Context: an optimization exercise on an open-source flow, tuned for small area, a short achievable clock period and few clock cycles. The choices shown serve that exercise and are no tape-out recipe. Where RTL was checked, it was by simulation tests only, not by an equivalence proof against the original. For runs 1 and 2, only the layout was checked, not whether the RTL still works. No activity file was given, so power comes from the tool's default toggle rates.

[design/flow/flow/run.sh]
#!/bin/bash
# Standard layout, with repair_timing aiming below the clock period
# (setup margin 8.5 ns) and plain buffers on the ports. Each tool's output
# goes to its own log under orfs/logs; make's output to standard_make.log.
set -euo pipefail
export SETUP_SLACK_MARGIN=8.5
export BUFFER_PORTS_ARGS="-buffer_cell sky130_fd_sc_hd__buf_1"
bash standard.sh > standard_make.log 2>&1
[design/flow/standard.sh]
#!/bin/bash
# synth_recipe.tcl (not shown) runs the flow's synth.tcl, then flattens the netlist and writes it again
# the make line also repeats each setting of config.mk as NAME=value (left out here)
make -C /OpenROAD-flow-scripts/flow DESIGN_CONFIG=/design/flow/config.mk WORK_HOME=/design/flow/orfs CLKGATE_MAP_FILE= SYNTH_SCRIPT=/design/flow/synth_recipe.tcl "${@:-finish}"
[design/flow/config.mk]
export PLATFORM = sky130hd
export DESIGN_NAME = ircodec
export DESIGN_NICKNAME = ircodec
export VERILOG_FILES = /design/flow/design.v
export SDC_FILE = /design/flow/constraint.sdc
export NUM_CORES = 4
export LEC_CHECK = 0
export CAP_MARGIN = 20
export CORE_MARGIN = 2
export CORE_UTILIZATION = 55
export CTS_BUF_LIST = sky130_fd_sc_hd__clkbuf_8
export SLEW_MARGIN = 20
export TNS_END_PERCENT = 5
[design/flow/constraint.sdc]
create_clock -name core_clock -period 12.0 [get_ports {clk}]
set_input_delay 2.4000 -clock core_clock [delete_from_list [all_inputs] [get_ports {clk}]]
set_output_delay 2.4000 -clock core_clock [all_outputs]
set_load 0.01 [all_outputs]
[design/flow/design.v]
module ircodec_muldiv (
    input  wire        div,      
    input  wire        bit_v,    
    input  wire [22:0] r,
    input  wire [36:0] x,
    output wire [36:0] x_next,
    output wire        ovf       
);
    localparam [14:0] DIVISOR = 15'd15625;
    wire [37:0] mul = {x, 1'b0} + (bit_v ? {15'd0, r} : 38'd0);
    wire [14:0] sh  = {x[36:23], x[22]};
    wire        ge  = sh >= DIVISOR;
    wire [14:0] sub = sh - DIVISOR;
    wire [13:0] rem = ge ? sub[13:0] : sh[13:0];
    assign x_next = div ? {rem, x[21:6], ge, 6'd0} : mul[36:0];
    assign ovf    = mul[37] | mul[36];
endmodule
module ircodec_match (
    input  wire [15:0] d,
    input  wire [17:0] lo,
    input  wire [17:0] hi,
    output wire        hit
);
    function gt16(input [15:0] a, input [15:0] b);
        reg [15:0] g, e;
        integer w, i;
        begin
            g = a & ~b;
            e = ~(a ^ b);
            for (w = 16; w > 1; w = w / 2)
                for (i = 0; i < w / 2; i = i + 1) begin
                    g[i] = g[2*i+1] | (e[2*i+1] & g[2*i]);
                    e[i] = e[2*i+1] & e[2*i];
                end
            gt16 = g[0];
        end
    endfunction
    wire above = lo[17] || (!lo[16] && gt16(d, lo[15:0]));
    wire below = hi[17] || hi[16] || gt16(hi[15:0], d);
    assign hit = above && below;
endmodule
module ircodec (
    input  wire        clk,
    input  wire        rst,
    input  wire        cmd_valid,
    output wire        cmd_ready,
    input  wire [31:0] cmd_word,
    input  wire [31:0] cmd_arg0,
    input  wire [31:0] cmd_arg1,
    output wire [31:0] res0,
    output wire [31:0] res1,
    output wire [31:0] status,
    output wire [31:0] cfg_state,
    output wire [31:0] cfg_res,
    output wire [31:0] cfg_margin,
    output wire [31:0] tt_leader,
    output wire [31:0] tt_bit0,
    output wire [31:0] tt_bit1,
    output wire [31:0] tt_ending,
    output wire [31:0] tt_margin,
    output wire [31:0] enc_state,
    output wire [31:0] seq_tx,
    output wire [31:0] seq_next,
    output wire [31:0] dec_result,
    output wire [7:0]  pl_rd_addr,
    input  wire [7:0]  pl_rd_data,
    output reg         pl_we,
    output wire [7:0]  pl_wr_addr,
    output wire [7:0]  pl_wr_data,
    output reg         tx_we,
    output wire [6:0]  tx_addr,
    output wire [31:0] tx_wdata,
    output wire [6:0]  rx_rd_addr,
    input  wire [31:0] rx_rd_data,
    output reg         dst_we,
    output wire [7:0]  dst_wr_addr,
    output wire [7:0]  dst_wr_data,
    output wire [7:0]  dst_rd_addr,
    input  wire [7:0]  dst_rd_data
);
    localparam [3:0] C_OK        = 4'h0, C_STARVED   = 4'h1, C_EMPTY     = 4'h2,
                     C_TIMING    = 4'h3, C_LEADER    = 4'h4, C_ENDING    = 4'h5,
                     C_SHORT     = 4'h6, C_LENGTH    = 4'h7, C_DESTSMALL = 4'h8,
                     C_CFGINV    = 4'h9, C_NOTINIT   = 4'hA, C_ALREADY   = 4'hB,
                     C_ILLEGAL   = 4'hC, C_ARGRANGE  = 4'hD;
    localparam [1:0] PH_LEADER = 2'd0, PH_DATA = 2'd1, PH_ENDING = 2'd2;
    localparam [4:0] S_IDLE  = 5'd0,
                     S_DISP  = 5'd1,
                     S_IMUL  = 5'd2,
                     S_IDIV  = 5'd3,
                     S_ICHK1 = 5'd4,
                     S_ICHK2 = 5'd5,
                     S_ENC   = 5'd6,
                     S_DLEAD = 5'd7,
                     S_DDATA = 5'd8,
                     S_DEND  = 5'd9,
                     S_DCOM  = 5'd10,
                     S_SB    = 5'd11,
                     S_SC    = 5'd12,
                     S_ICHK3 = 5'd13,
                     S_RST   = 5'd14,
                     S_ICHK4 = 5'd15,
                     S_ICHK5 = 5'd16;
    reg [4:0] state;
    reg       rdy;
    reg [31:0] r_res0, r_res1;
    reg [3:0]  st_code;
    reg [7:0]  st_lastop;
    reg        tt_valid;
    reg [31:0] r_cfg_res, r_cfg_margin;
    reg [15:0] t_la, t_ba, t_b1i, t_m;    
    reg [1:0]  phase;
    reg [8:0]  pcur;
    reg [2:0]  bcur;
    reg [31:0] r_seq_tx, r_seq_next;
    reg [3:0]  dec_count;
    reg [3:0]  dec_code;
    reg        dec_fresh;
    wire [15:0] t_li = {1'b0, t_la[15:1]};
    reg        illegal;
    reg [8:0]  a0l, a1l;      
    reg        a0h, a1h;      
    reg [7:0]  w;             
    reg [7:0]  wa;            
    reg [31:0] wd;            
    reg [7:0]  ra;            
    reg [6:0]  ri;            
    reg [7:0]  byte_r;        
    reg        done;
    reg        use_in;        
    reg        flag;          
    reg [3:0]  ksel;          
    reg [3:0]  post_err;      
    reg [3:0]  err_r;         
    reg [120:0] dbuf;         
    reg        x_clr;         
    reg [4:0]  ctr;
    reg [1:0]  vsel;
    reg        ovf;
    assign cmd_ready  = rdy;
    assign res0       = r_res0;
    assign res1       = r_res1;
    assign status     = {16'd0, st_lastop, 4'd0, st_code};
    assign cfg_state  = {31'd0, tt_valid};
    assign cfg_res    = r_cfg_res;
    assign cfg_margin = r_cfg_margin;
    assign tt_leader  = {t_li, t_la};
    assign tt_bit0    = {t_ba, t_ba};
    assign tt_bit1    = {t_b1i, t_ba};
    assign tt_ending  = {{16{tt_valid}}, t_ba};
    assign tt_margin  = {16'd0, t_m};
    assign enc_state  = {7'd0, pcur, 9'd0, bcur, 2'd0, phase};
    assign seq_tx     = r_seq_tx;
    assign seq_next   = r_seq_next;
    assign dec_result = {7'd0, dec_fresh, 4'd0, dec_code, 12'd0, dec_count};
    assign pl_rd_addr  = ra;
    assign rx_rd_addr  = ri;
    assign dst_rd_addr = {5'd0, ri[2:0]};
    assign pl_wr_addr  = {5'd0, wa[2:0]};
    assign tx_addr     = wa[6:0];
    assign dst_wr_addr = {4'd0, wa[3:0]};
    assign pl_wr_data  = wd[7:0];
    assign tx_wdata    = wd;
    assign dst_wr_data = {dbuf[1], dbuf[2], dbuf[3], dbuf[4],
                          dbuf[5], dbuf[6], dbuf[7], dbuf[8]};
    wire [31:0] sym_leader = {t_li, t_la};
    wire [31:0] sym_bit0   = {t_ba, t_ba};
    wire [31:0] sym_bit1   = {t_b1i, t_ba};
    wire [31:0] sym_ending = {16'hFFFF, t_ba};
    wire arg0_gt256 = a0h | (a0l[8] & (|a0l[7:0]));
    wire arg1_gt256 = a1h | (a1l[8] & (|a1l[7:0]));
    wire arg0_gt128 = a0h | a0l[8] | (a0l[7] & (|a0l[6:0]));
    wire arg1_gt128 = a1h | a1l[8] | (a1l[7] & (|a1l[6:0]));
    wire [7:0] n_m2 = a0l[7:0] - 8'd2;
    wire [3:0] kmax = n_m2[6:3];
    wire       cap_lt = !a1l[8] && (a1l[7:4] == 4'd0) && (a1l[3:0] < kmax);
    function vbit(input [1:0] vs, input [4:0] c);
        case (vs)
            2'd0:    vbit = c == 5'd13 || c == 5'd9 || c == 5'd8 || c == 5'd5 || c == 5'd3;
            2'd1:    vbit = c == 5'd9 || c == 5'd5 || c == 5'd4;
            2'd2:    vbit = c == 5'd10 || c == 5'd9 || c == 5'd7 || c == 5'd4 ||
                            c == 5'd3 || c == 5'd1;
            default: vbit = r_cfg_margin[c];
        endcase
    endfunction
    reg bit_v;                
    wire [36:0] x = x_clr ? 37'd0 : dbuf[36:0];
    wire [36:0] x_next;
    wire        x_ovf;
    ircodec_muldiv u_scale (
        .div    (state == S_IDIV),
        .bit_v  (bit_v),
        .r      (r_cfg_res[22:0]),
        .x      (x),
        .x_next (x_next),
        .ovf    (x_ovf)
    );
    wire [4:0] v_top_next = (vsel == 2'd0) ? 5'd9 : (vsel == 2'd1) ? 5'd10 : 5'd31;
    wire res_bad = (r_cfg_res == 32'd0) || (r_cfg_res > 32'd7281777);
    wire        mode_l  = (state == S_IDLE) || (state == S_ICHK3);    
    wire        mode_m  = (state == S_ICHK2);                         
    wire [15:0] n_b     = mode_l ? t_la : mode_m ? t_li : t_ba;
    wire [15:0] n_1     = mode_l ? t_li : t_b1i;
    reg  [17:0] lo_b, hi_b, lo_1, hi_1;
    wire u_act, u_i0, u_i1;
    ircodec_match u_m_act (.d(rx_rd_data[15:0]),  .lo(lo_b), .hi(hi_b), .hit(u_act));
    ircodec_match u_m_i0  (.d(rx_rd_data[31:16]), .lo(lo_b), .hi(hi_b), .hit(u_i0));
    ircodec_match u_m_i1  (.d(rx_rd_data[31:16]), .lo(lo_1), .hi(hi_1), .hit(u_i1));
    reg h_act, h_i0, h_i1;
    wire is_leader = h_act && h_i1;
    wire sym_ok    = h_act && (h_i0 || h_i1);
    wire sym_bit   = !h_i0;
    wire gap_b1 = $signed(lo_b) > $signed(hi_1);
    wire gap_1b = $signed(lo_1) > $signed(hi_b);
    reg [7:0] shot_byte;
    always @(*) begin
        case (w[2:0])
            3'd0:    shot_byte = 8'h4C;
            3'd1:    shot_byte = 8'h54;
            3'd2:    shot_byte = 8'h00;
            3'd3:    shot_byte = r_seq_tx[31:24];
            3'd4:    shot_byte = r_seq_tx[23:16];
            3'd5:    shot_byte = r_seq_tx[15:8];
            default: shot_byte = r_seq_tx[7:0];
        endcase
    end
    wire [31:0] sc_seq = {dbuf[104:97], dbuf[112:105], dbuf[120:113], dst_rd_data};
    wire        sc_hit = ({dbuf[104:97], dbuf[112:105], dbuf[120:113]} == r_seq_next[31:8]) &&
                         (dst_rd_data == r_seq_next[7:0]);
    wire acc_enc = (cmd_word == 32'd2) && tt_valid &&
                   (cmd_arg0[31:9] == 23'd0) && !(cmd_arg0[8] && (|cmd_arg0[7:0])) &&
                   (cmd_arg1[31:8] == 24'd0) && !(cmd_arg1[7] && (|cmd_arg1[6:0])) &&
                   (cmd_arg1[7:0] != 8'd0);
    wire acc_sb  = (cmd_word == 32'd4);
    wire [7:0] cur_byte = use_in ? pl_rd_data : byte_r;
    wire [1:0] e_ph = (phase == PH_LEADER) ? PH_DATA : phase;
    wire e_data  = (e_ph == PH_DATA);
    wire e_wok   = (w < a1l[7:0]);
    wire e_pclt  = (pcur < a0l);
    wire e_bit   = e_data && e_wok && e_pclt;
    wire e_end   = ((e_ph == PH_ENDING) || (e_data && !e_pclt)) && e_wok;
    task finish(input [31:0] v0, input [31:0] v1, input [3:0] code);
        begin
            r_res0  <= v0;
            r_res1  <= v1;
            st_code <= code;
            state   <= S_IDLE;
            rdy     <= 1'b1;
            ri      <= 7'd0;
            ra      <= pcur[7:0];
        end
    endtask
    task dec_fail(input [3:0] code);
        begin
            dec_count <= 4'd0;
            dec_code  <= code;
            dec_fresh <= 1'b0;
            finish(32'd0, 32'd0, code);
        end
    endtask
    task init_clear;
        begin
            t_la         <= 16'd0;
            t_ba         <= 16'd0;
            t_b1i        <= 16'd0;
            t_m          <= 16'd0;
        end
    endtask
    wire is_init = (st_lastop == 8'd1) && !illegal;
    wire cfg_clr = (state == S_RST) ||
                   (!tt_valid && !rdy && !is_init) ||
                   (state == S_DISP && is_init && !tt_valid && res_bad) ||
                   (state == S_ICHK5 && !flag);
    wire cfg_ld  = cmd_valid && rdy && !tt_valid;
    always @(posedge clk) begin
        if (cfg_clr) begin
            r_cfg_res    <= 32'd0;
            r_cfg_margin <= 32'd0;
        end else if (cfg_ld) begin
            r_cfg_res    <= cmd_arg0;
            r_cfg_margin <= cmd_arg1;
        end
    end
    always @(posedge clk) begin
        lo_b  <= {2'b00, n_b} - {2'b00, t_m};
        hi_b  <= {2'b00, n_b} + {2'b00, t_m};
        lo_1  <= {2'b00, n_1} - {2'b00, t_m};
        hi_1  <= {2'b00, n_1} + {2'b00, t_m};
        h_act <= u_act;
        h_i0  <= u_i0;
        h_i1  <= u_i1;
        if (state == S_DCOM || state == S_SC)
            dbuf <= {dst_rd_data, dbuf[120:8]};
        else
            dbuf <= {dbuf[119:0], sym_bit};
        if (state == S_IMUL || state == S_IDIV)
            dbuf[36:0] <= x_next;
        begin
            ri <= ri + 7'd1;
            case (state)
                S_RST: begin
                    state <= S_IDLE;
                    rdy   <= 1'b1;
                end
                S_IDLE: begin
                    wa     <= 8'd0;
                    wd     <= {t_li, t_la[15:8], acc_sb ? 8'h4C : t_la[7:0]};
                    w      <= {7'd0, acc_sb || (phase == PH_LEADER)};
                    done   <= 1'b0;
                    use_in <= 1'b1;
                    if (cmd_valid) begin
                        rdy       <= 1'b0;
                        state     <= acc_enc ? S_ENC : acc_sb ? S_SB : S_DISP;
                        tx_we     <= acc_enc && (phase == PH_LEADER);
                        pl_we     <= acc_sb;
                        st_lastop <= cmd_word[7:0];
                        illegal   <= (cmd_word[31:8] != 24'd0) ||
                                     (cmd_word[7:0] == 8'd0) || (cmd_word[7:0] > 8'd5);
                        a0l <= cmd_arg0[8:0];
                        a1l <= cmd_arg1[8:0];
                        a0h <= |cmd_arg0[31:9];
                        a1h <= |cmd_arg1[31:9];
                        ra  <= pcur[7:0] + 8'd1;
                    end else begin
                        ri <= 7'd0;
                    end
                end
                S_DISP: begin
                    if (illegal) begin
                        finish(32'd0, 32'd0, C_ILLEGAL);
                    end else begin
                        case (st_lastop[2:0])
                            3'd1: begin  
                                if (tt_valid) begin
                                    finish(32'd0, 32'd0, C_ALREADY);
                                end else if (res_bad) begin
                                    finish(32'd0, 32'd0, C_CFGINV);
                                end else begin
                                    x_clr <= 1'b1;
                                    bit_v <= 1'b1;      
                                    ctr   <= 5'd13;
                                    vsel  <= 2'd0;
                                    ovf   <= 1'b0;
                                    state <= S_IMUL;
                                end
                            end
                            3'd2: begin  
                                if (!tt_valid) begin
                                    finish(32'd0, 32'd0, C_NOTINIT);
                                end else if (arg0_gt256 || arg1_gt128)
                                    finish(32'd0, 32'd0, C_ARGRANGE);
                                else if (a1l[7:0] == 8'd0)
                                    finish(32'd0, 32'd0, C_STARVED);
                                else begin
                                    state <= S_ENC;
                                end
                            end
                            3'd3: begin  
                                if (!tt_valid) begin
                                    dec_fail(C_NOTINIT);
                                end else if (arg0_gt128 || arg1_gt256)
                                    dec_fail(C_ARGRANGE);
                                else if (a0l[7:1] == 7'd0)
                                    dec_fail(C_SHORT);
                                else begin
                                    ksel     <= cap_lt ? a1l[3:0] : kmax;
                                    post_err <= cap_lt ? C_DESTSMALL :
                                                (n_m2[2:0] != 3'd0) ? C_LENGTH : C_OK;
                                    state    <= S_DLEAD;
                                end
                            end
                            3'd4: begin  
                                state <= S_SB;
                            end
                            default: begin  
                                flag <= (dst_rd_data == 8'h4C);
                                w    <= 8'd1;
                                if (dec_fresh && dec_count == 4'd7)
                                    state <= S_SC;
                                else begin
                                    dec_fresh <= 1'b0;
                                    finish(32'd0, 32'd0, C_OK);  
                                end
                            end
                        endcase
                    end
                end
                S_IMUL: begin
                    x_clr <= 1'b0;
                    bit_v <= vbit(vsel, ctr - 5'd1);
                    ovf <= ovf | x_ovf;
                    ctr <= ctr - 5'd1;
                    if (ctr == 5'd0) begin
                        ctr   <= 5'd16;
                        state <= S_IDIV;
                    end
                end
                S_IDIV: begin
                    ctr <= ctr - 5'd1;
                    if (ctr == 5'd0) begin
                        case (vsel)
                            2'd0:    t_la  <= x_next[21:6];
                            2'd1:    t_ba  <= x_next[21:6];
                            2'd2:    t_b1i <= x_next[21:6];
                            default: begin
                                t_m <= x_next[21:6];
                                ovf <= ovf | x_next[22];
                            end
                        endcase
                        vsel  <= vsel + 2'd1;
                        x_clr <= 1'b1;
                        bit_v <= vbit(vsel + 2'd1, v_top_next);
                        ctr   <= v_top_next;
                        state <= (vsel == 2'd3) ? S_ICHK1 : S_IMUL;
                    end
                end
                S_ICHK1: begin
                    state <= S_ICHK2;
                end
                S_ICHK2: begin
                    flag  <= !ovf && (t_m != 16'd0) && gap_1b;
                    state <= S_ICHK3;
                end
                S_ICHK3: begin
                    flag  <= flag && gap_b1;
                    state <= S_ICHK4;
                end
                S_ICHK4: begin
                    flag  <= flag && gap_b1;
                    state <= S_ICHK5;
                end
                S_ICHK5: begin
                    if (flag) begin
                        tt_valid <= 1'b1;
                        finish(32'd0, 32'd0, C_OK);
                    end else begin
                        init_clear;
                        finish(32'd0, 32'd0, C_CFGINV);
                    end
                end
                S_ENC: begin
                    tx_we  <= 1'b0;
                    byte_r <= cur_byte;
                    use_in <= 1'b0;
                    if (done) begin
                        finish({24'd0, w}, 32'd1, C_OK);
                    end else if (e_bit) begin
                        tx_we <= 1'b1;
                        wa    <= w;
                        wd    <= cur_byte[bcur] ? sym_bit1 : sym_bit0;
                        w     <= w + 8'd1;
                        phase <= PH_DATA;
                        bcur  <= bcur + 3'd1;
                        if (bcur == 3'd7) begin
                            pcur   <= pcur + 9'd1;
                            use_in <= 1'b1;
                            ra     <= ra + 8'd1;
                        end
                    end else if (e_end) begin
                        tx_we <= 1'b1;
                        wa    <= w;
                        wd    <= sym_ending;
                        w     <= w + 8'd1;
                        phase <= PH_LEADER;
                        pcur  <= 9'd0;
                        bcur  <= 3'd0;
                        done  <= 1'b1;
                    end else begin
                        phase <= (e_data && !e_pclt) ? PH_ENDING : e_ph;
                        finish({24'd0, w}, 32'd0, C_OK);
                    end
                end
                S_DLEAD: begin
                    err_r <= is_leader ? C_OK : C_LEADER;
                    w     <= {1'b0, ksel, 3'd0};
                    state <= (ksel != 4'd0) ? S_DDATA : S_DEND;
                end
                S_DDATA: begin
                    if (err_r != C_OK)
                        dec_fail(err_r);
                    else begin
                        err_r <= sym_ok ? C_OK : C_TIMING;
                        w     <= w - 8'd1;
                        if (w == 8'd1) state <= S_DEND;
                    end
                end
                S_DEND: begin
                    if (err_r != C_OK)
                        dec_fail(err_r);
                    else if (post_err != C_OK)
                        dec_fail(post_err);
                    else begin
                        done   <= h_act;
                        dst_we <= h_act && (ksel != 4'd0);
                        wa     <= {4'd0, ksel - 4'd1};
                        state  <= S_DCOM;
                    end
                end
                S_DCOM: begin
                    wa <= wa - 8'd1;
                    if (!done)
                        dec_fail(C_ENDING);
                    else if (ksel == 4'd0) begin
                        dec_count <= 4'd0;
                        dec_code  <= C_EMPTY;
                        dec_fresh <= 1'b0;
                        finish(32'd0, 32'd0, C_EMPTY);
                    end else if (wa == 8'd0) begin
                        dst_we    <= 1'b0;
                        dec_count <= ksel;
                        dec_code  <= C_OK;
                        dec_fresh <= 1'b1;
                        finish({28'd0, ksel}, 32'd0, C_OK);
                    end
                end
                S_SB: begin
                    w  <= w + 8'd1;
                    wa <= w;
                    wd <= {24'd0, shot_byte};
                    if (w == 8'd7) begin
                        pl_we    <= 1'b0;
                        r_seq_tx <= r_seq_tx + 32'd1;
                        finish(r_seq_tx, 32'd0, C_OK);
                    end
                end
                S_SC: begin
                    w <= w + 8'd1;
                    if (w == 8'd1 && dst_rd_data != 8'h54) flag <= 1'b0;
                    if (w == 8'd2 && dst_rd_data != 8'h00) flag <= 1'b0;
                    if (w == 8'd6) begin
                        dec_fresh <= 1'b0;
                        if (!flag)
                            finish(32'd0, 32'd0, C_OK);           
                        else if (sc_hit) begin
                            r_seq_next <= r_seq_next + 32'd1;
                            finish(32'd1, sc_seq, C_OK);          
                        end else
                            finish(32'd2, sc_seq, C_OK);          
                    end
                end
                default: begin
                    state <= S_IDLE;
                    rdy   <= 1'b1;
                end
            endcase
        end
        if (state == S_RST) begin
            r_res0       <= 32'd0;
            r_res1       <= 32'd0;
            st_code      <= C_OK;
            st_lastop    <= 8'd0;
            tt_valid     <= 1'b0;
            t_la         <= 16'd0;
            t_ba         <= 16'd0;
            t_b1i        <= 16'd0;
            t_m          <= 16'd0;
            phase        <= PH_LEADER;
            pcur         <= 9'd0;
            bcur         <= 3'd0;
            r_seq_tx     <= 32'd1;
            r_seq_next   <= 32'd1;
            dec_count    <= 4'd0;
            dec_code     <= C_OK;
            dec_fresh    <= 1'b0;
            ra           <= 8'd0;
            ri           <= 7'd0;
        end
        if (rst) begin
            state  <= S_RST;
            rdy    <= 1'b0;
            pl_we  <= 1'b0;
            tx_we  <= 1'b0;
            dst_we <= 1'b0;
        end
    end
endmodule
==> summary.txt, run 1 <==
Floorplanning
  • Row Count: 93
  • Full die area: between 60000 and 70000 um^2
  • Top Ports: 725
  • Core Footprint: between 60000 and 70000 um^2
  • Initial Util: 55.6%
  • Die Wd: between 200 and 300 um
  • Die Y: approximately 260 um

Timing
  • Final hold vios: 0
  • Unrepaired setup endpoints after global routing: yes
  • Setup TNS: 0 ns
  • Relative slew slack: 18.0%
  • WHS: 0.423 ns
  • Skew final: 0.0298 ns
  • Fin crit period: slightly below 4 ns
  • Slew @ Worst Pin: roughly 1.2 ns
  • Max-slew violations: 0
  • Period utilisation layout: ~33%
  • FMAX: around 250 MHz
  • Setup Viol. Count Final: 0

Critical path
  • Critical path's largest stage delay: roughly 0.57 ns
  • Crit-path cells: buf_1, or4_1, nor3_2, nand3_2, nor2_4, and4bb_4, nor2_1, a221o_1
  • Worst-path fanout max: 5
  • CP max stage cell: or4_1
  • Setup CP Type: in2reg
  • Req. time, crit path: approximately 12 ns
  • Worst R2R Start: state[2]
  • Critical Path Sink Type: flip-flop
  • Register-to-Register Path Depth: 10
  • Flop2flop setup slack: just over 8 ns
  • Startpoint types: primary input
  • Data arrival, critical path: 4.39 ns
  • Reg2reg end: r_seq_tx[31]

Run status
  • Status: complete, no violations

Placed design
  • DP HPWL: 92.0 mm
  • Buffers on Ports: between 600 and 700
  • Routability-driven placement congestion ratio: around 0.98

Layout
  • Filler cells: approximately 6.2k
  • Final #Nets: between 5k and 6k
  • Layout area overhead: 12.6%
  • Layout cells sized above 1: under 10%
  • Most frequent cells in the layout: nand2_1 (737), buf_1 (582), dfxtp_1 (454)
  • Storage cell area: 13200 um^2
  • Multi-input logic area: between 20000 and 25000 um^2
  • Commonest non-fill, non-tap cell in the layout: nand2_1

Logic synthesis
  • Synth Area in Compound Gates: about 16%
  • Synth Area in Adders: under 10%
  • Synth warnings: 2
  • Main synth FF type: dfxtp_1
  • Post-synth ARST share: 0%
  • Count of cell types in the netlist: 93
  • Synthesized cell area: between 30000 and 40000 um^2
  • Main combinational cell family by area after synthesis: simple AND/OR/NAND/NOR gates
  • Area share of and/or/nand/nor cells after synthesis: about a fifth
  • Seq/Total Area, Yosys: between 30 and 40%
  • Flops & latches, synth: ~600
  • Post-synthesis mux area share: 2.65%
  • EDFF count, synth: 98
  • Cells after Synth: 4380
  • Avg Cell Area, Syn: roughly 8.2 um^2
  • XOR/XNOR share of the synthesized area: under 10%

Worst hold path
  • WHS Endpoint: dbuf[61]
  • Worst hold path class: reg2reg
  • Worst min-delay path startpoint: dbuf[60]
  • Hold Path Cell Cnt: 2

CTS
  • CTS Hold Bufs: 0
  • Root Driver: clkbuf_8
  • H-tree depth: 3
  • Total CTS buffers: 101
  • Clock Pin Slew Worst Setup and Hold Paths: 0.06 ns
  • Clk Latency, worst-skew pair: approximately 0.73 ns
  • CTS Buffer Depth: 3
  • CTS tree: yes
  • Clock Sinks: between 600 and 700

GRT
  • Pin count of the biggest net entering global routing: 89
  • Vias in the first global route: 30.7k
  • Antenna violations before repair: 7
  • GRT overflow: 0
  • Overall global routing resource usage: between 30% and 40%
  • First-pass GRT wire length: 185 mm

Pwr
  • Pwr/cell area: about 200 nW/um^2
  • Worst IR Drop VDD: 0.000141 V
  • Leak: ~17 nW

Drt
  • Routed wire per std cell: 21.7 um
  • ANT nets after route: 0
  • Final wirelength: about 130 mm
  • Via count: 33.6k
  • Vias/cell: about 5.8
  • DR iter-0 viols: between 3k and 4k
  • DRC errors left: 0
  • Drt pass-1 iters: 8

Job
  • Max cap viols: 0
==> routing by layer <==
layer | vias to the layer above | global-route usage, % | share of wire, %
met4 | 2 | 14.9 | 4.2
met1 | 15900 | 47.7 | 42
met2 | 1536 | 56.7 | 46
li1 | 15800 | - | -
met3 | 295 | 6.20 | 8.0
met5 | - | 0 | 0.010
==> flip-flops by register name, indices dropped and copies added (netlist names), 16 cells and up <==
name and flops:
r_cfg_res 32, r_res1 32, r_seq_next 32, t_la 16, lo_1 16, hi_1 17, t_ba 16, r_res0 32
lo_b 16, wd 32, dbuf 121, t_m 16, r_seq_tx 32, r_cfg_margin 32, t_b1i 16, hi_b 17
==> worst max-delay path by stage <==
stage / endpoint / slack [ns] / cells after the start / from
2_1_floorplan: r_seq_next[31] / 7.69 / 10 / dst_rd_data[7]
3_3_place_gp: state[0] / 7.13 / 9 / cmd_arg1[3]
3_5_place_dp: state[0] / 6.99 / 9 / cmd_arg1[3]
4_1_cts: pl_wr_data[2] / 8.12 / 1 / wd[2]
5_1_grt: state[3] / 7.99 / 11 / cmd_word[25]
6_report: wd[1] / 8.08 / 8 / cmd_word[4]
==> Yosys cell counts, drive strengths merged, types with 10 or more instances <==
library cell	n	share of area (%)
nand2	741	7.8
dfxtp	506	28
a21oi	430	6.0
buf	289	5.8
nor2	278	3.0
ha	261	9.1
inv	203	2.1
o21ai	180	2.5
nand3	173	2.4
clkbuf	159	1.7
xnor2	112	2.7
edfxtp	98	8.2
nor3	96	1.4
xor2	89	2.2
nor2b	59	1.0
a21o	57	1.2
nand4	56	1.0
mux2i	52	1.5
and3	49	0.86
a31oi	43	0.75
nor4	41	0.72
and2	40	0.70
nand2b	31	0.54
a22oi	24	0.50
o21a	24	0.50
a211oi	23	0.52
or3	20	0.35
o21bai	18	0.38
a221oi	15	0.37
o211ai	15	0.31
mux2	14	0.44
o22ai	14	0.24
mux4	12	0.75
o31ai	12	0.32
a2111oi	11	0.29
a311oi	10	0.26
a32oi	10	0.24
o221ai	10	0.24
==> critical path: cells and delay by family <==
family          cells  cell delay (ns)
compound gates      1             0.32
simple gates        6             1.56
buf+inv             1             0.10
==> where the power goes <==
group / leakage (nW) / switching, W / internal, W
clock: 1.17 / 0.000874 / 0.000938
combinational: 10.4 / 0.00220 / 0.00104
sequential: 5.05 / 0.000467 / 0.00253
total: 16.6 / 0.00355 / 0.00450
==> per-stage QoR <==
stage | cell area, um^2 | setup slack (ns) | total power (W) | utilization [%] | instances
global placement | 37300 | 7.13 | 0.00596 | 57.9 | 5550
global route | 40300 | 7.99 | 0.00846 | 62.6 | 5796
finish | 40300 | 8.08 | 0.00805 | 62.6 | 5796
detailed placement | 37300 | 6.99 | 0.00597 | 57.9 | 5550
CTS | 40100 | 8.12 | 0.00787 | 62.3 | 5780
floorplan | 36300 | 7.69 | 0.00507 | - | 4502
==> area by class of cell <==
class	count	area share (%)
tap	855	2.65
inverter	204	1.90
sequential	604	32.6
antenna	6	0.0372
clock buffer	118	4.03
multi-input combinational	3248	49.9
timing repair buffer	696	8.03
clock inverter	65	0.871
==> timing repair <==
| action | in CTS | in global routing |
|---|---|---|
| gates resized for setup | 170 | 19 |
| pin swaps | 23 | 3 |
| setup buffers | 42 | 8 |
| gates cloned | 5 | 2 |
| setup endpoints to repair | 707 | 734 |
==> cells by family (layout without fill, tap and decap cells) <==
group / after synthesis / count (layout)
and+or+nand+nor: 1628 / 1629
DFF: 604 / 604
xor gates and xnor gates: 201 / 201
buffers and inverters: 652 / 1083
adders and majority gates: 267 / 267
AOI/OAI and AO/OA: 949 / 950
other: 1 / 129
muxes: 78 / 78
==> run 2: changes to the inputs <==
--- a/design/flow/design.v
+++ b/design/flow/design.v
@@ -125,2 +125,4 @@
     reg [31:0] wd;            
+    reg [7:0]  pd;            
+    reg        sel_m, sel_l;  
     reg [7:0]  ra;            
@@ -161,3 +163,3 @@
     assign dst_wr_addr = {4'd0, wa[3:0]};
-    assign pl_wr_data  = wd[7:0];
+    assign pl_wr_data  = pd;
     assign tx_wdata    = wd;
@@ -199,4 +201,4 @@
     wire res_bad = (r_cfg_res == 32'd0) || (r_cfg_res > 32'd7281777);
-    wire        mode_l  = (state == S_IDLE) || (state == S_ICHK3);    
-    wire        mode_m  = (state == S_ICHK2);                         
+    wire        mode_l  = rdy || sel_l;       
+    wire        mode_m  = sel_m;              
     wire [15:0] n_b     = mode_l ? t_la : mode_m ? t_li : t_ba;
@@ -288,2 +290,4 @@
         hi_1  <= {2'b00, n_1} + {2'b00, t_m};
+        sel_m <= (state == S_ICHK1);
+        sel_l <= (state == S_ICHK2);
         h_act <= u_act;
@@ -305,7 +309,15 @@
                 S_IDLE: begin
-                    wa     <= 8'd0;
-                    wd     <= {t_li, t_la[15:8], acc_sb ? 8'h4C : t_la[7:0]};
-                    w      <= {7'd0, acc_sb || (phase == PH_LEADER)};
-                    done   <= 1'b0;
-                    use_in <= 1'b1;
+                    wa      <= 8'd0;
+                    wd      <= sym_leader;
+                    pd      <= 8'h4C;
+                    w       <= {7'd0, acc_sb || (phase == PH_LEADER)};
+                    done    <= 1'b0;
+                    use_in  <= 1'b1;
+                    illegal <= (cmd_word[31:8] != 24'd0) ||
+                               (cmd_word[7:0] == 8'd0) || (cmd_word[7:0] > 8'd5);
+                    a0l     <= cmd_arg0[8:0];
+                    a1l     <= cmd_arg1[8:0];
+                    a0h     <= |cmd_arg0[31:9];
+                    a1h     <= |cmd_arg1[31:9];
+                    ri      <= {6'd0, cmd_valid};
                     if (cmd_valid) begin
@@ -316,11 +328,3 @@
                         st_lastop <= cmd_word[7:0];
-                        illegal   <= (cmd_word[31:8] != 24'd0) ||
-                                     (cmd_word[7:0] == 8'd0) || (cmd_word[7:0] > 8'd5);
-                        a0l <= cmd_arg0[8:0];
-                        a1l <= cmd_arg1[8:0];
-                        a0h <= |cmd_arg0[31:9];
-                        a1h <= |cmd_arg1[31:9];
-                        ra  <= pcur[7:0] + 8'd1;
-                    end else begin
-                        ri <= 7'd0;
+                        ra        <= pcur[7:0] + 8'd1;
                     end
@@ -518,3 +522,3 @@
                     wa <= w;
-                    wd <= {24'd0, shot_byte};
+                    pd <= shot_byte;
                     if (w == 8'd7) begin
--- a/design/flow/config.mk
+++ b/design/flow/config.mk
@@ -10,3 +10,2 @@
 export CORE_UTILIZATION = 55
-export CTS_BUF_LIST = sky130_fd_sc_hd__clkbuf_8
 export SLEW_MARGIN = 20
==> summary.txt, run 2 <==
Logic synthesis
  • Main synth FF type: dfxtp_1
  • Post-synthesis mux area share: 3.23% (+0.59 points)
  • Synth warnings: 2 (unchanged)
  • Cell taking the most area after synthesis: dfxtp_1
  • Synthesized cell area: 36100 um^2 (+0.77%)
  • XOR/XNOR share of the synthesized area: 4.42% (-0.50 points)
  • Seq/Total Area, Yosys: 37.0% (+0.50 points)
  • Cells after Synth: 4356 (-0.55%)
  • Flops & latches, synth: 614 (+1.7%)
  • Avg Cell Area, Syn: 8.29 um^2 (+1.3%)
  • Commonest cells in the netlist: nand2_1 (732), dfxtp_1 (508), nor2_1 (294), a21oi_1 (274), ha_1 (257)
  • Synth Area in Compound Gates: 14.1% (-1.9 points)
  • Area share of and/or/nand/nor cells after synthesis: 22.6% (+1.7 points)
  • Main combinational cell family by area after synthesis: simple AND/OR/NAND/NOR gates
  • Synth Area in Adders: 9.21% (-0.21 points)
  • Yosys top cell area share: 28.2% (-0.10 points)
  • Post-synth ARST share: 0% (unchanged)
  • Top post-synthesis cells by area: dfxtp_1 (28%), ha_1 (8.9%), edfxtp_1 (8.8%)
  • EDFF count, synth: 106 (+8.2%)
  • Count of cell types in the netlist: 100 (+7.5%)
  • Most common cell in the netlist: nand2_1

Pwr
  • Leak: 17.3 nW (+3.9%)
  • Sw frac: 42.9% (-1.1 points)
  • Pwr/cell area: 209 nW/um^2 (+4.6%)
  • Worst IR Drop VDD: 0.000167 V (+18%)
  • Int Power: 0.00487 W (+8.2%)
  • Seq pwr share: 36.3% (-0.9 points)
  • Logic pwr share: 38.3% (-2.0 points)
  • Sw Pwr: 0.00366 W (+3.4%)
  • Clock power frac: 25.4% (+2.9 points)

Critical path
  • CP max stage cell: dfxtp_1
  • Worst path bufs/invs: 1 (unchanged)
  • Worst R2R Start: pcur[6]
  • Register-to-Register Path Depth: 10 (unchanged)
  • Critical path's largest stage delay: 0.54 ns (-0.03 ns)
  • Startpoint types: flip-flop
  • Critical path startpoint: t_la[14]
  • Critical Path Sink Type: primary output
  • Worst-path fanout max: 7 (+2)
  • Flop2flop setup slack: 8.18 ns (-0.06 ns)
  • Req. time, crit path: 9.60 ns (-2.87 ns)
  • CP endpoint: tt_leader[14]
  • CP Depth: 1 (-7)
  • Data arrival, critical path: 1.59 ns (-2.80 ns)
  • Reg2reg end: ra[2]
  • Crit-path cells: buf_1
  • Setup CP Type: reg2out
  • CP top delay family: flip-flops

Drt
  • Via count: 33.2k (-1.3%)
  • Vias/cell: 5.82 (+0.41%)
  • Final wirelength: 125 mm (-0.30%)
  • Routed wire per std cell: 22.0 um (+1.4%)
  • DR iter-0 viols: 3485 (+14%)
  • ANT nets after route: 0 (unchanged)
  • Drt pass-1 iters: 6 (-2)
  • DRC errors left: 0 (unchanged)

GRT
  • Antenna violations before repair: 1 (-6)
  • Vias in the first global route: 30.2k (-1.8%)
  • Overall global routing resource usage: 35.7% (+0.077 points)
  • First-pass GRT wire length: 186 mm (+0.29%)
  • GRT overflow: 0 (unchanged)
  • Pin count of the biggest net entering global routing: 92 (+3.4%)

Layout
  • Commonest non-fill, non-tap cell in the layout: nand2_1
  • Largest register by flop count: dbuf
  • Multi-input logic area: 20500 um^2 (+1.7%)
  • Layout area overhead: 13.4%
  • Storage cell area: 13400 um^2 (+1.5%)
  • Layout cells sized above 1: 7.85% (-0.77 points)
  • Final Non-Filler Cells: 5699 (-1.7%)
  • Final Util: 63.3% (+0.69 points)
  • Filler cells: 6000 (-2.6%)
  • Max reg flops: 121 (unchanged)
  • Final #Nets: 5199 (-1.3%)
  • Most frequent cells in the layout: nand2_1 (728), buf_1 (586), dfxtp_1 (496)

Timing
  • Setup TNS: 0 ns (unchanged)
  • WHS: 0.433 ns (+0.0100 ns)
  • Skew final: 0.0273 ns (-0.00249 ns)
  • Relative slew slack: 24.7% (+6.7 points)
  • Final hold vios: 0 (unchanged)
  • Final WS setup: 8.01 ns (-0.0665 ns)
  • Setup Viol. Count Final: 0 (unchanged)
  • FMAX: 251 MHz (-1.7%)
  • Max-slew violations: 0 (unchanged)
  • Fin crit period: 3.99 ns (+0.0665 ns)
  • Slew @ Worst Pin: 1.12 ns (-0.0989 ns)
  • Unrepaired setup endpoints after global routing: yes
  • Period utilisation layout: 33.2% (+0.55 points)

Floorplanning
  • Die Y: 260 um (+0.38%)
  • Initial Util: 55.8% (+0.23 points)
  • Die Wd: 260 um (+0.38%)
  • Top Ports: 725 (unchanged)
  • Full die area: 67700 um^2 (+0.76%)
  • Core Footprint: 64700 um^2 (+0.36%)
  • Row Count: 93 (unchanged)

CTS
  • Root Driver: clkbuf_16
  • CTS Buffer Depth: 3 (unchanged)
  • Clk Latency, worst-skew pair: 0.62 ns (-0.11 ns)
  • Clock Pin Slew Worst Setup and Hold Paths: 0.06 ns (about the same)
  • H-tree depth: 3 (unchanged)
  • CTS tree: yes
  • Total CTS buffers: 70 (-31%)
  • CTS Hold Bufs: 0 (unchanged)
  • Clock Sinks: 614 (+1.7%)

Placed design
  • Routability-driven placement congestion ratio: 1.00 (+1.7%)
  • Buffers on Ports: 601 (unchanged)
  • Pre-CTS setup slack: 7.13 ns (+0.138 ns)
  • Placed cells: 5524 (-0.47%)
  • DP HPWL: 92.4 mm (+0.38%)

Job
  • Max cap viols: 0 (unchanged)

Worst hold path
  • Worst hold path class: reg2reg

Run status
  • Status: complete, no violations
-- run 2: worst min-delay path by stage --
stage	depth (start not counted)	slack, ns	startpoint	end
after global placement	2	0.42	dbuf[60]	dbuf[61]
final	2	0.43	dbuf[89]	dbuf[90]
after global routing	2	0.45	dbuf[42]	dbuf[43]
after CTS	2	0.43	dbuf[45]	dbuf[46]
after floorplan	2	0.41	dbuf[42]	dbuf[43]
after detailed placement	2	0.42	dbuf[45]	dbuf[46]
-- run 2: cell families after synthesis --
| kind of cell | after synthesis |
|---|---|
| AND/OR/NAND/NOR | 1734 |
| AO/OA/AOI/OAI | 812 |
| buffers and inverters | 649 |
| flip-flops | 614 |
| adder cells (fa/ha/maj) | 263 |
| XOR/XNOR | 182 |
| multiplexers | 101 |
| other | 1 |
-- run 2: power by group through the flow --
stage          Clock [W]  Sequential (W)  Combinational (W)
2_1_floorplan          0         0.00291            0.00230
3_3_place_gp           0         0.00313            0.00305
3_5_place_dp           0         0.00312            0.00306
4_1_cts          0.00218         0.00309            0.00315
5_1_grt          0.00227         0.00313            0.00356
6_report         0.00217         0.00310            0.00327
-- run 2: routing by layer --
layer / vias up / global-route usage (%) / part of all wire [%]
met5: - / 0 / 0
met4: 0 / 16.1 / 4.6
met3: 282 / 6.04 / 7.7
met2: 1431 / 58.3 / 47
met1: 15800 / 46.2 / 41
li1: 15700 / - / -
-- run 2: cell type report --
type                            instances  share of cell area [%]
Timing Repair Buffer                  673                    7.10
Clock inverter                         28                   0.685
Sequential cell                       614                    32.7
Inverter                              210                    1.94
Multi-Input combinational cell       3221                    50.0
Clock buffer                           97                    5.01
Antenna cell                            1                 0.00611
Tap cell                              855                    2.61
-- run 2: timing repair --
| action | CTS | global route |
|---|---|---|
| gates cloned | 6 | 0 |
| gates resized for setup | 60 | 114 |
| setup buffers | 11 | 32 |
| pin swaps | 14 | 53 |
| setup endpoints to repair | 709 | 733 |
-- run 2: metrics by stage --
| stage | power (W) | cell area (um^2) |
|---|---|---|
| global placement | 0.00618 | 37600 |
| global route | 0.00897 | 40900 |
| finish | 0.00854 | 40900 |
| detailed placement | 0.00619 | 37600 |
| floorplan | 0.00521 | 36600 |
| CTS | 0.00842 | 40200 |
==> run 3: changes to the inputs <==
--- a/design/flow/design.v
+++ b/design/flow/design.v
@@ -165,4 +165,4 @@
     assign tx_wdata    = wd;
-    assign dst_wr_data = {dbuf[1], dbuf[2], dbuf[3], dbuf[4],
-                          dbuf[5], dbuf[6], dbuf[7], dbuf[8]};
+    assign dst_wr_data = {dbuf[0], dbuf[1], dbuf[2], dbuf[3],
+                          dbuf[4], dbuf[5], dbuf[6], dbuf[7]};
     wire [31:0] sym_leader = {t_li, t_la};
@@ -303,2 +303,8 @@
             ri <= ri + 7'd1;
+            wd     <= sym_leader;
+            pd     <= 8'h4C;
+            wa     <= 8'd0;
+            w      <= w + 8'd1;
+            byte_r <= cur_byte;
+            use_in <= 1'b1;
             case (state)
@@ -487,3 +493,8 @@
                         w     <= w - 8'd1;
-                        if (w == 8'd1) state <= S_DEND;
+                        if (w == 8'd1) begin
+                            done   <= u_act;
+                            dst_we <= sym_ok && (post_err == C_OK) && u_act;
+                            wa     <= {4'd0, ksel - 4'd1};
+                            state  <= S_DCOM;
+                        end
                     end
@@ -504,3 +515,7 @@
                     wa <= wa - 8'd1;
-                    if (!done)
+                    if (err_r != C_OK)
+                        dec_fail(err_r);
+                    else if (post_err != C_OK)
+                        dec_fail(post_err);
+                    else if (!done)
                         dec_fail(C_ENDING);
==> design/flow/flow/run.sh (replaced) <==
#!/bin/bash
# Standard layout with three changes: repair_timing aims below the clock
# period (setup margin 8.5 ns), the ports get plain buf_1 buffers, and the
# clock tree uses larger sink clusters without dummy loads. Each tool's
# output goes to its own log under orfs/logs; make's output to
# standard_make.log.
set -euo pipefail
export SETUP_SLACK_MARGIN=8.5
export BUFFER_PORTS_ARGS="-buffer_cell sky130_fd_sc_hd__buf_1"
export CTS_ARGS="-sink_clustering_enable -repair_clock_nets -dont_use_dummy_load -sink_clustering_size 24 -sink_clustering_max_diameter 80 -buf_list sky130_fd_sc_hd__clkbuf_16"
bash standard.sh > standard_make.log 2>&1
--- a/design/flow/config.mk
+++ b/design/flow/config.mk
@@ -9,3 +9,3 @@
 export CORE_MARGIN = 2
-export CORE_UTILIZATION = 55
+export CORE_UTILIZATION = 65
 export SLEW_MARGIN = 20
==> summary.txt, run 3 <==
Run status
  • Status: complete, no violations

CTS
  • Root Driver: clkbuf_16
  • Clock Sinks: 614 (unchanged)
  • H-tree depth: 2 (-1)
  • Clock Pin Slew Worst Setup and Hold Paths: 0.10 ns (+0.04 ns)
  • CTS Hold Bufs: 0 (unchanged)
  • CTS Buffer Depth: 3 (unchanged)
  • Clk Latency, worst-skew pair: 0.60 ns (-0.02 ns)
  • CTS tree: yes
  • Total CTS buffers: 37 (-47%)

Timing
  • Setup TNS: 0 ns (unchanged)
  • Setup Viol. Count Final: 0 (unchanged)
  • Slew @ Worst Pin: 1.28 ns (+0.160 ns)
  • Relative slew slack: 14.1% (-11 points)
  • Unrepaired setup endpoints after global routing: yes
  • Skew final: 0.0644 ns (+0.0371 ns)
  • Fin crit period: 4.01 ns (+0.0192 ns)
  • WHS: 0.429 ns (-0.00416 ns)
  • Period utilisation layout: 33.4% (+0.16 points)
  • Final hold vios: 0 (unchanged)
  • Max-slew violations: 0 (unchanged)
  • FMAX: 249 MHz (-0.48%)

Pwr
  • Sw Pwr: 0.00336 W (-8.2%)
  • Leak: 16.0 nW (-7.6%)
  • Sw frac: 45.3% (+2.3 points)
  • Logic pwr share: 43.7% (+5.4 points)
  • Pwr/cell area: 192 nW/um^2 (-7.7%)
  • Worst IR Drop VDD: 0.000262 V (+57%)
  • Clock power frac: 16.7% (-8.7 points)
  • Seq pwr share: 39.6% (+3.3 points)
  • Power, Total: 0.00743 W (-13%)
  • Int Power: 0.00407 W (-17%)

Placed design
  • DP HPWL: 89.5 mm (-3.1%)
  • Buffers on Ports: 601 (unchanged)
  • Routability-driven placement congestion ratio: 0.995 (-0.43%)

Drt
  • DR iter-0 viols: 4100 (+18%)
  • Via count: 33.7k (+1.5%)
  • ANT nets after route: 0 (unchanged)
  • Final wirelength: 119 mm (-4.9%)
  • Drt pass-1 iters: 6 (unchanged)
  • Vias/cell: 6.11 (+5.0%)
  • DRC errors left: 0 (unchanged)
  • Routed wire per std cell: 21.7 um (-1.5%)

Logic synthesis
  • Yosys top cell area share: 32.2% (+4.0 points)
  • Post-synthesis mux area share: 2.78% (-0.45 points)
  • Most common cell in the netlist: nand2_1
  • Flops & latches, synth: 614 (unchanged)
  • Top post-synthesis cells by area: dfxtp_1 (32%), ha_1 (9.1%), nand2_1 (8.6%)
  • Synth Area in Adders: 9.40% (+0.18 points)
  • EDFF count, synth: 41 (-61%)
  • Area share of and/or/nand/nor cells after synthesis: 22.3% (-0.23 points)
  • Synthesized cell area: 35700 um^2 (-1.2%)
  • Post-synth ARST share: 0% (unchanged)
  • Synth warnings: 2 (unchanged)
  • Avg Cell Area, Syn: 8.05 um^2 (-2.9%)
  • Count of cell types in the netlist: 106 (+6.0%)
  • Main combinational cell family by area after synthesis: simple AND/OR/NAND/NOR gates
  • Cells after Synth: 4430 (+1.7%)
  • Seq/Total Area, Yosys: 35.6% (-1.4 points)
  • Commonest cells in the netlist: nand2_1 (816), dfxtp_1 (573), a21oi_1 (358), nor2_1 (309), ha_1 (259)
  • Cell taking the most area after synthesis: dfxtp_1
  • Main synth FF type: dfxtp_1
  • Synth Area in Compound Gates: 15.7% (+1.5 points)
  • XOR/XNOR share of the synthesized area: 4.67% (+0.25 points)

Floorplanning
  • Die Y: 238 um (-8.4%)
  • Row Count: 85 (-8.6%)
  • Full die area: 56700 um^2 (-16%)
  • Initial Util: 66.0% (+10 points)
  • Top Ports: 725 (unchanged)
  • Die Wd: 238 um (-8.4%)
  • Core Footprint: 54000 um^2 (-16%)

Layout
  • Layout cells sized above 1: 5.28% (-2.6 points)
  • Layout area overhead: 8.30%
  • Final #Nets: 5223 (+0.46%)
  • Max reg flops: 121 (unchanged)
  • Filler cells: 4553 (-24%)
  • Largest register by flop count: dbuf
  • Commonest non-fill, non-tap cell in the layout: nand2_1
  • Most frequent cells in the layout: nand2_1 (811), buf_1 (594), dfxtp_1 (565)
  • Final Util: 71.5% (+8.2 points)

Critical path
  • Worst-path fanout max: 3 (-4)
  • Startpoint types: primary input
  • Critical path's largest stage delay: 0.34 ns (-0.20 ns)
  • Critical Path Sink Type: flip-flop
  • Req. time, crit path: 12.45 ns (+2.85 ns)
  • Setup CP Type: in2reg
  • Crit-path cells: buf_1, inv_1, ha_1, a21o_1, a21o_1, a21oi_2, o21ai_1, a2111oi_2, o31a_1, a31oi_4, a32oi_1, a211oi_1
  • Data arrival, critical path: 4.46 ns (+2.87 ns)
  • Most common cell on crit path: a21o_1
  • CP max stage cell: a2111oi_2

GRT
  • Pin count of the biggest net entering global routing: 199 (+120%)
  • Vias in the first global route: 30.2k (-0.0099%)
  • Overall global routing resource usage: 40.1% (+4.4 points)
  • First-pass GRT wire length: 177 mm (-4.6%)
  • Antenna violations before repair: 9 (+8)
  • GRT overflow: 0 (unchanged)

Worst hold path
  • Worst hold path class: reg2reg

Job
  • Max cap viols: 0 (unchanged)
[run 3: cell types whose count changed in the layout (fill, tap and decap cells not counted), sizes merged, moves of 13 or more]
cell    delta
nand2     +83
clkinv    -24
buf       -15
nand3     -62
a21oi     +85
or3       -24
mux2i     -22
edfxtp    -65
clkbuf    -60
nand4     -13
a22oi     -33
dfxtp     +65
o21ai     -17
[run 3: final cells by class]
type,instances,area [um^2],area share [%]
multi-input cells,3284,20500,53.1
flip-flops and latches,614,12700,32.9
repair buffers,659,2800,7.24
clock buffers,37,926,2.40
well taps,696,871,2.26
inverters,216,811,2.10
diodes,1,2.50,0.00648
[run 3: routing by layer]
layer	global-route usage [%]	part of all wire (%)	up-vias
met2	60.5	43	1865
met4	13.4	3.6	12
met5	0	0.058	-
met1	56.9	41	15900
met3	8.63	12	240
li1	-	-	15700
[run 3: per-stage QoR]
stage / cells / setup slack [ns] / area (um^2)
floorplan: 4552 / 7.83 / 36200
global placement: 5439 / 7.25 / 37000
detailed placement: 5439 / 7.16 / 37000
CTS: 5493 / 8.06 / 38300
global route: 5506 / 7.90 / 38600
finish: 5507 / 7.99 / 38600
[run 3: power groups by stage]
| stage | Clock [W] | Combinational [W] | Sequential, W |
|---|---|---|---|
| floorplan | 0 | 0.00235 | 0.00277 |
| global placement | 0 | 0.00305 | 0.00295 |
| detailed placement | 0 | 0.00309 | 0.00296 |
| CTS | 0.00124 | 0.00315 | 0.00291 |
| global route | 0.00131 | 0.00353 | 0.00297 |
| finish | 0.00124 | 0.00325 | 0.00294 |
[run 3: final timing paths]
kind,from,end,slack (ns),cells after the start
worst max-delay path,rx_rd_data[9],dst_we,7.99,12
worst min-delay path,dbuf[86],dbuf[87],0.43,2
worst max register to register,state[0],r_seq_tx[29],8.16,9
worst min register to register,dbuf[86],dbuf[87],0.43,2
[run 3: repair_timing]
item                                    in CTS  in global routing
gates resized for setup                     58                 50
endpoints found under the setup margin     742                767
gates cloned                                 1                  1
buffers inserted                            16                 12
pin swaps                                   25                 11
[run 3: cells by family (layout without fill, tap and decap cells)]
kind of cell,Yosys count,count (layout)
AND/OR/NAND/NOR,1736,1737
AO/OA/AOI/OAI,887,887
buffers and inverters,655,912
flip-flops,614,614
adder cells (fa/ha/maj),265,265
XOR/XNOR,190,190
multiplexers,82,82
other,1,124
[run 3: worst max-delay path: cells and delay by family]
family | cells | cell delay [ns]
buffers and inverters | 2 | 0.17
AOI/OAI and AO/OA | 9 | 1.58
adders and majority gates | 1 | 0.30
Testbench counts of run 3, summed over its fixed seeds: cycles 29,419.
==> run 4: changes to the inputs <==
--- a/design/flow/config.mk
+++ b/design/flow/config.mk
@@ -9,3 +9,3 @@
 export CORE_MARGIN = 2
-export CORE_UTILIZATION = 65
+export CORE_UTILIZATION = 55
 export SLEW_MARGIN = 20
==> summary.txt, run 4 <==
Worst hold path
  • Worst min-delay path startpoint: dbuf[61]
  • Hold Path Cell Cnt: 2 (unchanged)
  • WHS Endpoint: dbuf[62]
  • Worst hold path class: reg2reg

Logic synthesis
  • Cell taking the most area after synthesis: dfxtp_1
  • Count of cell types in the netlist: 106 (unchanged)
  • Flops & latches, synth: 614 (unchanged)
  • Cells after Synth: 4430 (unchanged)
  • Top post-synthesis cells by area: dfxtp_1 (32%), ha_1 (9.1%), nand2_1 (8.6%)
  • Avg Cell Area, Syn: 8.05 um^2 (unchanged)
  • Main synth FF type: dfxtp_1
  • Synthesized cell area: 35700 um^2 (unchanged)
  • Commonest cells in the netlist: nand2_1 (816), dfxtp_1 (573), a21oi_1 (358), nor2_1 (309), ha_1 (259)
  • EDFF count, synth: 41 (unchanged)
  • Seq/Total Area, Yosys: 35.6% (unchanged)
  • Synth warnings: 2 (unchanged)
  • Most common cell in the netlist: nand2_1
  • Yosys top cell area share: 32.2% (unchanged)
  • Post-synth ARST share: 0% (unchanged)

Timing
  • FMAX: 253 MHz (+1.3%)
  • Final hold vios: 0 (unchanged)
  • WHS: 0.425 ns (-0.00363 ns)
  • Skew final: 0.0910 ns (+0.0266 ns)
  • Setup TNS: 0 ns (unchanged)
  • Setup Viol. Count Final: 0 (unchanged)
  • Max-slew violations: 0 (unchanged)
  • Final WS setup: 8.04 ns (+0.0517 ns)
  • Unrepaired setup endpoints after global routing: yes
  • Relative slew slack: 32.3% (+18 points)
  • Fin crit period: 3.96 ns (-0.0517 ns)
  • Slew @ Worst Pin: 1.01 ns (-0.262 ns)
  • Period utilisation layout: 33.0% (-0.43 points)

Job
  • Max cap viols: 0 (unchanged)

Drt
  • Via count: 33.2k (-1.5%)
  • DR iter-0 viols: 3098 (-24%)
  • DRC errors left: 0 (unchanged)
  • Routed wire per std cell: 21.7 um (about the same)
  • Final wirelength: 123 mm (+3.3%)
  • ANT nets after route: 0 (unchanged)
  • Vias/cell: 5.83 (-4.6%)
  • Drt pass-1 iters: 6 (unchanged)

CTS
  • Clk Latency, worst-skew pair: 0.62 ns (+0.02 ns)
  • CTS tree: yes
  • CTS Hold Bufs: 0 (unchanged)
  • Root Driver: clkbuf_16
  • Clock Pin Slew Worst Setup and Hold Paths: 0.09 ns (about the same)
  • Clock Sinks: 614 (unchanged)
  • CTS Buffer Depth: 3 (unchanged)
  • Total CTS buffers: 37 (unchanged)
  • H-tree depth: 2 (unchanged)

Layout
  • Final Cell Area: 39200 um^2 (+1.6%)
  • Largest register by flop count: dbuf
  • Layout cells sized above 1: 6.40% (+1.1 points)
  • Max reg flops: 121 (unchanged)
  • Layout area overhead: 10.0%
  • Final #Nets: 5243 (+0.38%)
  • Commonest non-fill, non-tap cell in the layout: nand2_1
  • Most frequent cells in the layout: nand2_1 (806), buf_1 (592), dfxtp_1 (559)
  • Filler cells: 6075 (+33%)

Pwr
  • Leak: 16.2 nW (+1.3%)
  • Pwr/cell area: 192 nW/um^2 (-0.39%)
  • Worst IR Drop VDD: 0.000154 V (-41%)

Placed design
  • Buffers on Ports: 601 (unchanged)
  • Post-DP Area: 37200 um^2 (+0.68%)
  • Pre-CTS setup slack: 7.04 ns (-0.122 ns)
  • DP HPWL: 92.4 mm (+3.2%)
  • Routability-driven placement congestion ratio: 0.959 (-3.7%)

Floorplanning
  • Die Wd: 259 um (+8.6%)
  • Initial Util: 55.5% (-10 points)
  • Core Footprint: 64200 um^2 (+19%)
  • Top Ports: 725 (unchanged)
  • Full die area: 66900 um^2 (+18%)
  • Die Y: 259 um (+8.6%)
  • Row Count: 93 (+9.4%)

Critical path
  • Critical path's largest stage delay: 0.36 ns (+0.02 ns)
  • Worst path bufs/invs: 2 (unchanged)
  • Register-to-Register Path Depth: 9 (unchanged)
  • Data arrival, critical path: 4.38 ns (-0.08 ns)
  • Critical Path Sink Type: flip-flop
  • Most common cell on crit path: a21o_1
  • CP top delay family: compound AO/OA/AOI/OAI gates
  • Worst R2R Start: state[0]
  • Worst-path fanout max: 3 (unchanged)
  • Reg2reg end: r_cfg_margin[23]
  • Flop2flop setup slack: 8.23 ns (+0.07 ns)
  • Startpoint types: primary input
  • CP max stage cell: a2111oi_2
  • Setup CP Type: in2reg
  • Req. time, crit path: 12.42 ns (-0.03 ns)
  • Crit-path cells: buf_1, inv_1, ha_4, a21o_1, a21o_1, a21oi_2, o21ai_1, a2111oi_2, o31a_1, a31oi_4, a32oi_1, a211oi_1

GRT
  • GRT overflow: 0 (unchanged)
  • Overall global routing resource usage: 34.9% (-5.1 points)
  • Vias in the first global route: 29.4k (-2.6%)
  • Pin count of the biggest net entering global routing: 99 (-50%)
  • First-pass GRT wire length: 181 mm (+2.4%)
  • Antenna violations before repair: 0 (-9)

Run status
  • Status: complete, no violations
==> run 4: cell counts after synthesis <==
No cell type changed its count.
==> run 4: worst max path at each step <==
stage                        from     end  slack, ns  depth (start not counted)
global placement    rx_rd_data[1]  dst_we       7.15                         12
global route          cmd_arg1[4]   tx_we       7.96                         10
floorplan           rx_rd_data[9]    done       7.83                         11
detailed placement    cmd_arg1[3]   tx_we       7.04                          9
finish              rx_rd_data[9]  dst_we       8.04                         12
CTS                 rx_rd_data[1]  dst_we       8.10                         12
==> run 4: timing repair <==
item / 4_1_cts / 5_1_grt
endpoints found under the hold margin: 0 / 0
resized for setup: 72 / 104
pin swaps: 28 / 42
endpoints found under the setup margin: 767 / 739
gates cloned: 4 / 3
setup buffers: 20 / 15
==> run 4: stage by stage <==
step | total power, W | util, % | std cells
floorplan | 0.00512 | - | 4552
global placement | 0.00609 | 58.0 | 5605
detailed placement | 0.00610 | 58.0 | 5606
CTS | 0.00742 | 60.2 | 5667
global route | 0.00794 | 61.1 | 5685
finish | 0.00752 | 61.1 | 5686
==> run 4: kinds of logic (layout without fill, tap and decap cells) <==
kind of cell	count (synthesis)	count (layout)	synth area share, %
adder cells (fa/ha/maj)	265	265	9.40
multiplexers	82	82	2.78
other	1	124	0.0105
flip-flops	614	614	35.6
AND/OR/NAND/NOR	1736	1740	22.3
AO/OA/AOI/OAI	887	887	15.7
XOR/XNOR	190	190	4.67
buffers and inverters	655	929	9.51
==> run 4: layout make-up <==
class	count	area (um^2)	share of cell area, %
Multi-Input combinational cell	3287	20700	52.7
Sequential cell	614	12700	32.4
Timing Repair Buffer	676	3030	7.72
Tap cell	855	1070	2.73
Clock buffer	37	926	2.36
Inverter	216	818	2.09
Antenna cell	1	2.50	0.00638
==> run 4: worst min-delay path, delay by kind of cell (launching register included) <==
family	cells	cell delay [ns]
DFF	1	0.31
and+or+nand+nor	2	0.09
==> run 4: routing by layer <==
metal	vias up	GRT usage [%]	share of wire, %
li1	15700	-	-
met1	15800	52.1	45
met5	-	0	0
met4	0	9.59	2.6
met2	1491	52.3	43
met3	185	5.15	8.7
==> run 4: power by group <==
part	internal, W	switching, W
clock network	0.000551	0.000699
registers	0.00246	0.000468
logic	0.00109	0.00225
total	0.00410	0.00342
==> run 5: changes to the inputs <==
--- a/design/flow/flow/run.sh
+++ b/design/flow/flow/run.sh
@@ -2,3 +2,3 @@
 # Standard layout with three changes: repair_timing aims below the clock
-# period (setup margin 8.5 ns), the ports get plain buf_1 buffers, and the
+# period (setup margin 9.0 ns), the ports get plain buf_1 buffers, and the
 # clock tree uses larger sink clusters without dummy loads. Each tool's
@@ -7,3 +7,3 @@
 set -euo pipefail
-export SETUP_SLACK_MARGIN=8.5
+export SETUP_SLACK_MARGIN=9.0
 export BUFFER_PORTS_ARGS="-buffer_cell sky130_fd_sc_hd__buf_1"
--- a/design/flow/config.mk
+++ b/design/flow/config.mk
@@ -9,3 +9,3 @@
 export CORE_MARGIN = 2
-export CORE_UTILIZATION = 55
+export CORE_UTILIZATION = 60
 export SLEW_MARGIN = 20
==> summary.txt, run 5 <==
Timing
  • Skew final: 0.0539 ns (-0.0370 ns)
  • Setup Viol. Count Final: 0 (unchanged)
  • Period utilisation layout: 33.3% (+0.29 points)
  • FMAX: 251 MHz (-0.86%)
  • Fin crit period: 3.99 ns (+0.0343 ns)
  • Final WS setup: 8.01 ns (-0.0343 ns)
  • Max-slew violations: 0 (unchanged)
  • Unrepaired setup endpoints after global routing: yes

Drt
  • Final wirelength: 125 mm (+1.2%)
  • Vias/cell: 6.01 (+3.1%)
  • Routed wire per std cell: 22.1 um (+1.8%)
  • Drt pass-1 iters: 6 (unchanged)
  • ANT nets after route: 0 (unchanged)
  • DR iter-0 viols: 3531 (+14%)

Placed design
  • Buffers on Ports: 601 (unchanged)
  • Pre-CTS setup slack: 7.14 ns (+0.102 ns)
  • DP HPWL: 90.3 mm (-2.2%)
  • Placed cells: 5519 (-1.6%)
  • Routability-driven placement congestion ratio: 0.977 (+1.9%)

Logic synthesis
  • EDFF count, synth: 41 (unchanged)
  • Avg Cell Area, Syn: 8.05 um^2 (unchanged)
  • Count of cell types in the netlist: 106 (unchanged)
  • Cell taking the most area after synthesis: dfxtp_1
  • Most common cell in the netlist: nand2_1
  • Yosys top cell area share: 32.2% (unchanged)
  • Flops & latches, synth: 614 (unchanged)
  • Synthesized cell area: 35700 um^2 (unchanged)
  • Cells after Synth: 4430 (unchanged)
  • Synth warnings: 2 (unchanged)
  • Commonest cells in the netlist: nand2_1 (816), dfxtp_1 (573), a21oi_1 (358), nor2_1 (309), ha_1 (259)
  • Seq/Total Area, Yosys: 35.6% (unchanged)

CTS
  • CTS Hold Bufs: 0 (unchanged)
  • CTS Buffer Depth: 3 (unchanged)
  • Clock Pin Slew Worst Setup and Hold Paths: 0.09 ns (about the same)
  • Total CTS buffers: 36 (-2.7%)
  • Clock Sinks: 614 (unchanged)
  • Clk Latency, worst-skew pair: 0.59 ns (-0.03 ns)

GRT
  • Vias in the first global route: 29.6k (+0.83%)
  • First-pass GRT wire length: 179 mm (-1.1%)
  • GRT overflow: 0 (unchanged)
  • Antenna violations before repair: 4 (+4)
  • Overall global routing resource usage: 38.2% (+3.2 points)

Floorplanning
  • Full die area: 61400 um^2 (-8.2%)
  • Die Wd: 248 um (-4.2%)
  • Core Footprint: 58900 um^2 (-8.3%)
  • Die Y: 248 um (-4.2%)

Pwr
  • Clock power frac: 15.3% (-1.3 points)
  • Worst IR Drop VDD: 0.000161 V (+4.7%)
  • Logic pwr share: 48.0% (+3.6 points)
  • Leak: 16.7 nW (+3.6%)
  • Pwr/cell area: 198 nW/um^2 (+3.1%)

Job
  • Max cap viols: 0 (unchanged)

Critical path
  • Data arrival, critical path: 4.44 ns (+0.06 ns)
  • Req. time, crit path: 12.45 ns (+0.03 ns)
  • Worst path bufs/invs: 2 (unchanged)
  • Critical path startpoint: dst_rd_data[7]
  • Worst-path fanout max: 6 (+3)
  • CP max stage cell: and4_4
  • Critical Path Sink Type: flip-flop
  • Setup CP Type: in2reg

Run status
  • Status: complete, no violations

Layout
  • Commonest non-fill, non-tap cell in the layout: nand2_1
  • Final #Nets: 5291 (+0.92%)
  • Storage cell area: 12800 um^2 (+0.29%)
  • Max reg flops: 121 (unchanged)
  • Multi-input logic area: 21200 um^2 (+2.8%)
  • Layout cells sized above 1: 9.43% (+3.0 points)
  • Final Non-Filler Cells: 5653 (-0.58%)
  • Largest register by flop count: dbuf
  • Layout area overhead: 13.3%

Worst hold path
  • Worst hold path class: reg2reg
-- run 5: cell types whose count changed in the layout (fill, tap and decap cells not counted), moves of 7 or more --
cell     change
nand2_1      -9
buf_4       +31
a21oi_1     -14
dfxtp_1     -16
dfxtp_4      +7
buf_6       +20
dfxtp_2      +9
buf_1       -11
nand2_4      +7
ha_4         +9
a21oi_2     +13
ha_1        -13
-- run 5: cell type report --
| type | instances | area share [%] |
|---|---|---|
| multi-input cells | 3286 | 52.6 |
| flip-flops and latches | 614 | 31.6 |
| repair buffers | 726 | 9.16 |
| well taps | 773 | 2.39 |
| clock buffers | 36 | 2.23 |
| inverters | 216 | 2.03 |
| diodes | 2 | 0.0124 |
-- run 5: per-layer routing --
| metal | part of all wire (%) | vias up | global-route usage (%) | routed length (um) |
|---|---|---|---|---|
| met5 | 0.020 | - | 0 | 25 |
| met4 | 3.5 | 4 | 12.5 | 4360 |
| met3 | 11 | 235 | 8.29 | 14000 |
| met2 | 43 | 1817 | 56.8 | 54100 |
| met1 | 42 | 16100 | 54.6 | 52200 |
| li1 | - | 15800 | - | - |
-- run 5: power groups by stage --
stage               registers (W)  logic (W)  clock network, W
finish                    0.00293    0.00383           0.00122
global route              0.00297    0.00409           0.00131
CTS                       0.00291    0.00366           0.00123
detailed placement        0.00296    0.00311                 0
global placement          0.00295    0.00309                 0
floorplan                 0.00277    0.00236                 0
-- run 5: final timing paths --
check                        to  cells past startpoint  slack, ns
hold reg to reg        dbuf[50]                      2       0.44
setup / recovery  r_seq_next[5]                     10       8.01
hold / removal         dbuf[50]                      2       0.44
setup reg to reg       lo_1[16]                     15       8.33
-- run 5: kinds of logic (layout without fill, tap and decap cells) --
family,after synthesis,after routing,share of synthesized area [%]
simple gates,1736,1739,22.3
compound gates,887,887,15.7
buf+inv,655,978,9.51
flops,614,614,35.6
fa+ha+maj,265,265,9.40
xor+xnor,190,190,4.67
mux,82,82,2.78
other cells,1,125,0.0105
-- run 5: what timing repair did --
action                                  CTS  global route
pin swaps                                67            69
setup buffers                            56            29
endpoints found under the setup margin  972           961
gates resized for setup                 207           161
gates cloned                             10             1
-- run 5: worst reg2reg max path: cells and delay by family (launching register included) --
family,cells,cell delay (ns)
compound gates,8,1.96
fa+ha+maj,2,0.58
simple gates,4,0.64
flops,1,0.36
buf+inv,1,0.06
-- run 5: per-stage QoR --
stage	utilization (%)	cell area (um^2)	power [W]
4_1_cts	67.1	39500	0.00780
3_3_place_gp	63.0	37100	0.00605
3_5_place_dp	63.0	37100	0.00606
5_1_grt	68.6	40400	0.00837
2_1_floorplan	-	36200	0.00513
6_report	68.6	40400	0.00798

[what the ideal ports hide]
The results above use ideal ports. As a check the final layouts listed here were re-extracted and re-timed, cells and wires unchanged. Step 1 assumes that a clkbuf_16 drives the clock port and a buf_2 every other input. Step 2 times the ports against the registers' clock, not the clock port: input delays grow and output delays shrink by t, the midpoint of the rising clock arrivals with the driver on. Three values: ideal, step 1, step 2; two values: the first two.
run	t, ns	slack for setup (ns)
run 1	0.784	8.077 / 8.066 / 7.305
run 2	0.677	8.011 / 7.940 / 7.372
run 3	0.629	7.991 / 7.963 / 7.400
run 4	0.641	8.043 / 8.046 / 7.437
run 5	0.631	8.009 / 7.993 / 7.422
After both steps every run listed still meets setup and hold.
